Background: an optimization exercise with open tools, aiming at small area. Do not read the settings as production practice.
The RTL was checked by simulation tests, not by an equivalence proof against the original design.
Power is estimated from default activity; no workload was simulated.

== the reference run ==
## aes_cbc_dec
module aes_cbc_dec (
    input  wire        clk,
    input  wire        rst,
    input  wire        bus_valid,
    input  wire        bus_we,
    input  wire [7:0]  bus_addr,
    input  wire [31:0] bus_wdata,
    output reg  [31:0] bus_rdata
);
Size in the first run: about 1600 cells after synthesis, about 470 flip-flops, ~76 I/O pins, ~20000 µm² of cells after synthesis.
clock: 10.0 ns
lec_check: 0
abc_area: 1
cap_margin: 20
core_margin: 2
core_utilization: 60
slew_margin: 20
standard.sh (not shown) runs the stock make flow with config.mk's settings and CLKGATE_MAP_FILE= SYNTH_SCRIPT=/design/flow/synth_recipe.tcl, a recipe that flattens the netlist after the stock synthesis.
==> flow/flow/run.sh <==
#!/bin/bash
# Layout flow: the standard ORFS flow, with changes that only affect
# how much cell area the layout uses:
#  - ABC optimises (&deepsyn) and maps the logic for area
#    (flow/abc_own.script) instead of with the delay-driven
#    buffering/sizing script; adders are left to ABC (no half-adder cell
#    extraction, no Kogge-Stone carry map). Registers are mapped by Yosys
#    before ABC runs, exactly as in the standard synthesis;
#  - the port buffers are the smallest buffer instead of clkdlybuf4s50;
#  - clock tree synthesis uses small clock buffers (clkbuf_4) in clusters of
#    at most 9 flip-flops and does not add dummy loads.
# Everything else (synthesis script, floorplan, power grid, tap cells,
# placement, CTS, routing) is the standard flow's. Each tool's output goes
# to a log file in the work folder.
set -euo pipefail
W=$(pwd)
rm -rf "$W/own_scripts"
cp -r "$FLOW_HOME/scripts" "$W/own_scripts"
cp "$W/flow/abc_own.script" "$W/own_scripts/abc_area.script"
export SCRIPTS_DIR="$W/own_scripts"
export ABC_AREA=1
export ADDER_MAP_FILE=
export SYNTH_OPERATIONS_ARGS="-noshare"
export BUFFER_PORTS_ARGS="-buffer_cell sky130_fd_sc_hd__buf_1"
export CTS_ARGS="-sink_clustering_enable -repair_clock_nets -dont_use_dummy_load -buf_list sky130_fd_sc_hd__clkbuf_4 -sink_clustering_size 9 -sink_clustering_max_diameter 40"
make -C "$FLOW_HOME" DESIGN_CONFIG="$W/config.mk" WORK_HOME="$W/orfs" \
    CLKGATE_MAP_FILE= SYNTH_SCRIPT="$W/synth_recipe.tcl" finish > "$W/make_finish.log" 2>&1
R="$W/orfs/results/${FLOW_PLATFORM:-sky130hd}/aes_cbc_dec/base"
: # left out here: write the final layout as DEF
==> flow/flow/abc_own.script <==
strash
&get -n
&deepsyn -T 120
&put
strash
&get -n
&dch -f
&nf -R 1000 -a
&put
mfs2 -a
strash
&get -n
&dch -f
&nf -R 1000 -a
&put
Looking at the reports, the reference run completed the entire flow and the layout it produced met the timing, DRC and antenna checks.
Input-level comparison between the trial run and the reference run:
- a change of CORE_UTILIZATION from 60 to 70
diff --git a/flow/flow/run.sh b/flow/flow/run.sh
--- a/flow/flow/run.sh
+++ b/flow/flow/run.sh
@@ -11 +11 @@
-#    at most 9 flip-flops and does not add dummy loads.
+#    at most 10 flip-flops and does not add dummy loads.
@@ -25 +25 @@
-export CTS_ARGS="-sink_clustering_enable -repair_clock_nets -dont_use_dummy_load -buf_list sky130_fd_sc_hd__clkbuf_4 -sink_clustering_size 9 -sink_clustering_max_diameter 40"
+export CTS_ARGS="-sink_clustering_enable -repair_clock_nets -dont_use_dummy_load -buf_list sky130_fd_sc_hd__clkbuf_4 -sink_clustering_size 10 -sink_clustering_max_diameter 40"
Findings:
Going from the reference run to the trial run, final critical delay including setup and external delays went up 0.36 ns; clock distribution area overhead in the final layout went down 0.33 points; routed wire length went up 11%; final standard cell count with taps included and fillers excluded went down about 3.5%.
Taking the reference run as the reference, in the trial run length in cells of the worst reg-to-reg path went down by about 3%, critical-path maximum fanout now sits higher.

---

Another version of the RTL of aes_cbc_dec (not shown whole).
For scale: about 470 flip-flops, ~20000 um^2 of cells after synthesis.
clock: 10.0 ns
lec_check: 0
abc_area: 1
cap_margin: 20
core_margin: 2
core_utilization: 70
slew_margin: 20
==> flow/flow/run.sh <==
#!/bin/bash
# Layout flow: the standard ORFS flow, with changes that only affect
# how much cell area the layout uses:
#  - ABC optimises (two rounds of &deepsyn) and maps the logic for area
#    (flow/abc_own.script) instead of with the delay-driven
#    buffering/sizing script; adders are left to ABC (no half-adder cell
#    extraction, no Kogge-Stone carry map). Registers are mapped by Yosys
#    before ABC runs, exactly as in the standard synthesis;
#  - the port buffers are the smallest buffer instead of clkdlybuf4s50;
#  - clock tree synthesis uses small clock buffers (clkbuf_4) in clusters of
#    at most 9 flip-flops and does not add dummy loads.
# Everything else (synthesis script, floorplan, power grid, tap cells,
# placement, CTS, routing) is the standard flow's. Each tool's output goes
# to a log file in the work folder.
set -euo pipefail
W=$(pwd)
rm -rf "$W/own_scripts"
cp -r "$FLOW_HOME/scripts" "$W/own_scripts"
cp "$W/flow/abc_own.script" "$W/own_scripts/abc_area.script"
export SCRIPTS_DIR="$W/own_scripts"
export ABC_AREA=1
export ADDER_MAP_FILE=
export SYNTH_OPERATIONS_ARGS="-noshare"
export BUFFER_PORTS_ARGS="-buffer_cell sky130_fd_sc_hd__buf_1"
export CTS_ARGS="-sink_clustering_enable -repair_clock_nets -dont_use_dummy_load -buf_list sky130_fd_sc_hd__clkbuf_4 -sink_clustering_size 9 -sink_clustering_max_diameter 40"
make -C "$FLOW_HOME" DESIGN_CONFIG="$W/config.mk" WORK_HOME="$W/orfs" \
    CLKGATE_MAP_FILE= SYNTH_SCRIPT="$W/synth_recipe.tcl" finish > "$W/make_finish.log" 2>&1
R="$W/orfs/results/${FLOW_PLATFORM:-sky130hd}/aes_cbc_dec/base"
: # left out here: write the final layout as DEF
==> flow/flow/abc_own.script <==
strash
&get -n
&deepsyn -T 120
&put
strash
&get -n
&dch -f
&nf -R 1000 -a
&put
mfs2 -a
strash
&get -n
&deepsyn -T 120
&put
strash
&get -n
&dch -f
&nf -R 1000 -a
&put
mfs2 -a
strash
&get -n
&dch -f
&nf -R 1000 -a
&put
Next try:
--- a/flow/flow/run.sh
+++ b/flow/flow/run.sh
@@ -10,3 +10,3 @@
 #  - clock tree synthesis uses small clock buffers (clkbuf_4) in clusters of
-#    at most 9 flip-flops and does not add dummy loads.
+#    at most 10 flip-flops and does not add dummy loads.
 # Everything else (synthesis script, floorplan, power grid, tap cells,
@@ -24,3 +24,3 @@
 export BUFFER_PORTS_ARGS="-buffer_cell sky130_fd_sc_hd__buf_1"
-export CTS_ARGS="-sink_clustering_enable -repair_clock_nets -dont_use_dummy_load -buf_list sky130_fd_sc_hd__clkbuf_4 -sink_clustering_size 9 -sink_clustering_max_diameter 40"
+export CTS_ARGS="-sink_clustering_enable -repair_clock_nets -dont_use_dummy_load -buf_list sky130_fd_sc_hd__clkbuf_4 -sink_clustering_size 10 -sink_clustering_max_diameter 40"
 make -C "$FLOW_HOME" DESIGN_CONFIG="$W/config.mk" WORK_HOME="$W/orfs" \
Sequential share of layout area climbs by 0.12 points.
Global-route usage drops by 0.28 points.
Power stays flat.
Non-clock buffer count stays the same.
Critical path depth does not change.
Area after synthesis is unchanged.
Cell area hardly moves.

[re-timing with driven ports]
The flow's constraints put no driver on any port. The routed layouts listed below were extracted and timed again, unchanged, in two steps. Step 1 sets driving cells, clkbuf_16 on the clock port and buf_2 on the other inputs (assumed; they add their load-dependent delay and slew). Step 2 times the ports against the registers' clock, not the clock port: input delays grow and output delays shrink by t, the midpoint of the rising clock arrivals with the driver on. a / b / c = no drivers / after step 1 / after step 2; a / b = the first two.
| run | t (ns) | setup WS [ns] | clock arrival spread, ns |
|---|---|---|---|
| the reference run | 0.758 | 1.323 / 1.277 / 1.727 | 0.097 / 0.097 |
| the trial run | 0.736 | 0.961 / 0.919 / 0.961 | 0.124 / 0.124 |
| the first run of note 2 | 0.771 | 1.254 / 1.254 / 1.254 | 0.091 / 0.090 |
| the second run of note 2 | 0.741 | 1.282 / 1.282 / 1.282 | 0.111 / 0.110 |
After both steps setup and hold are still met in every run listed.
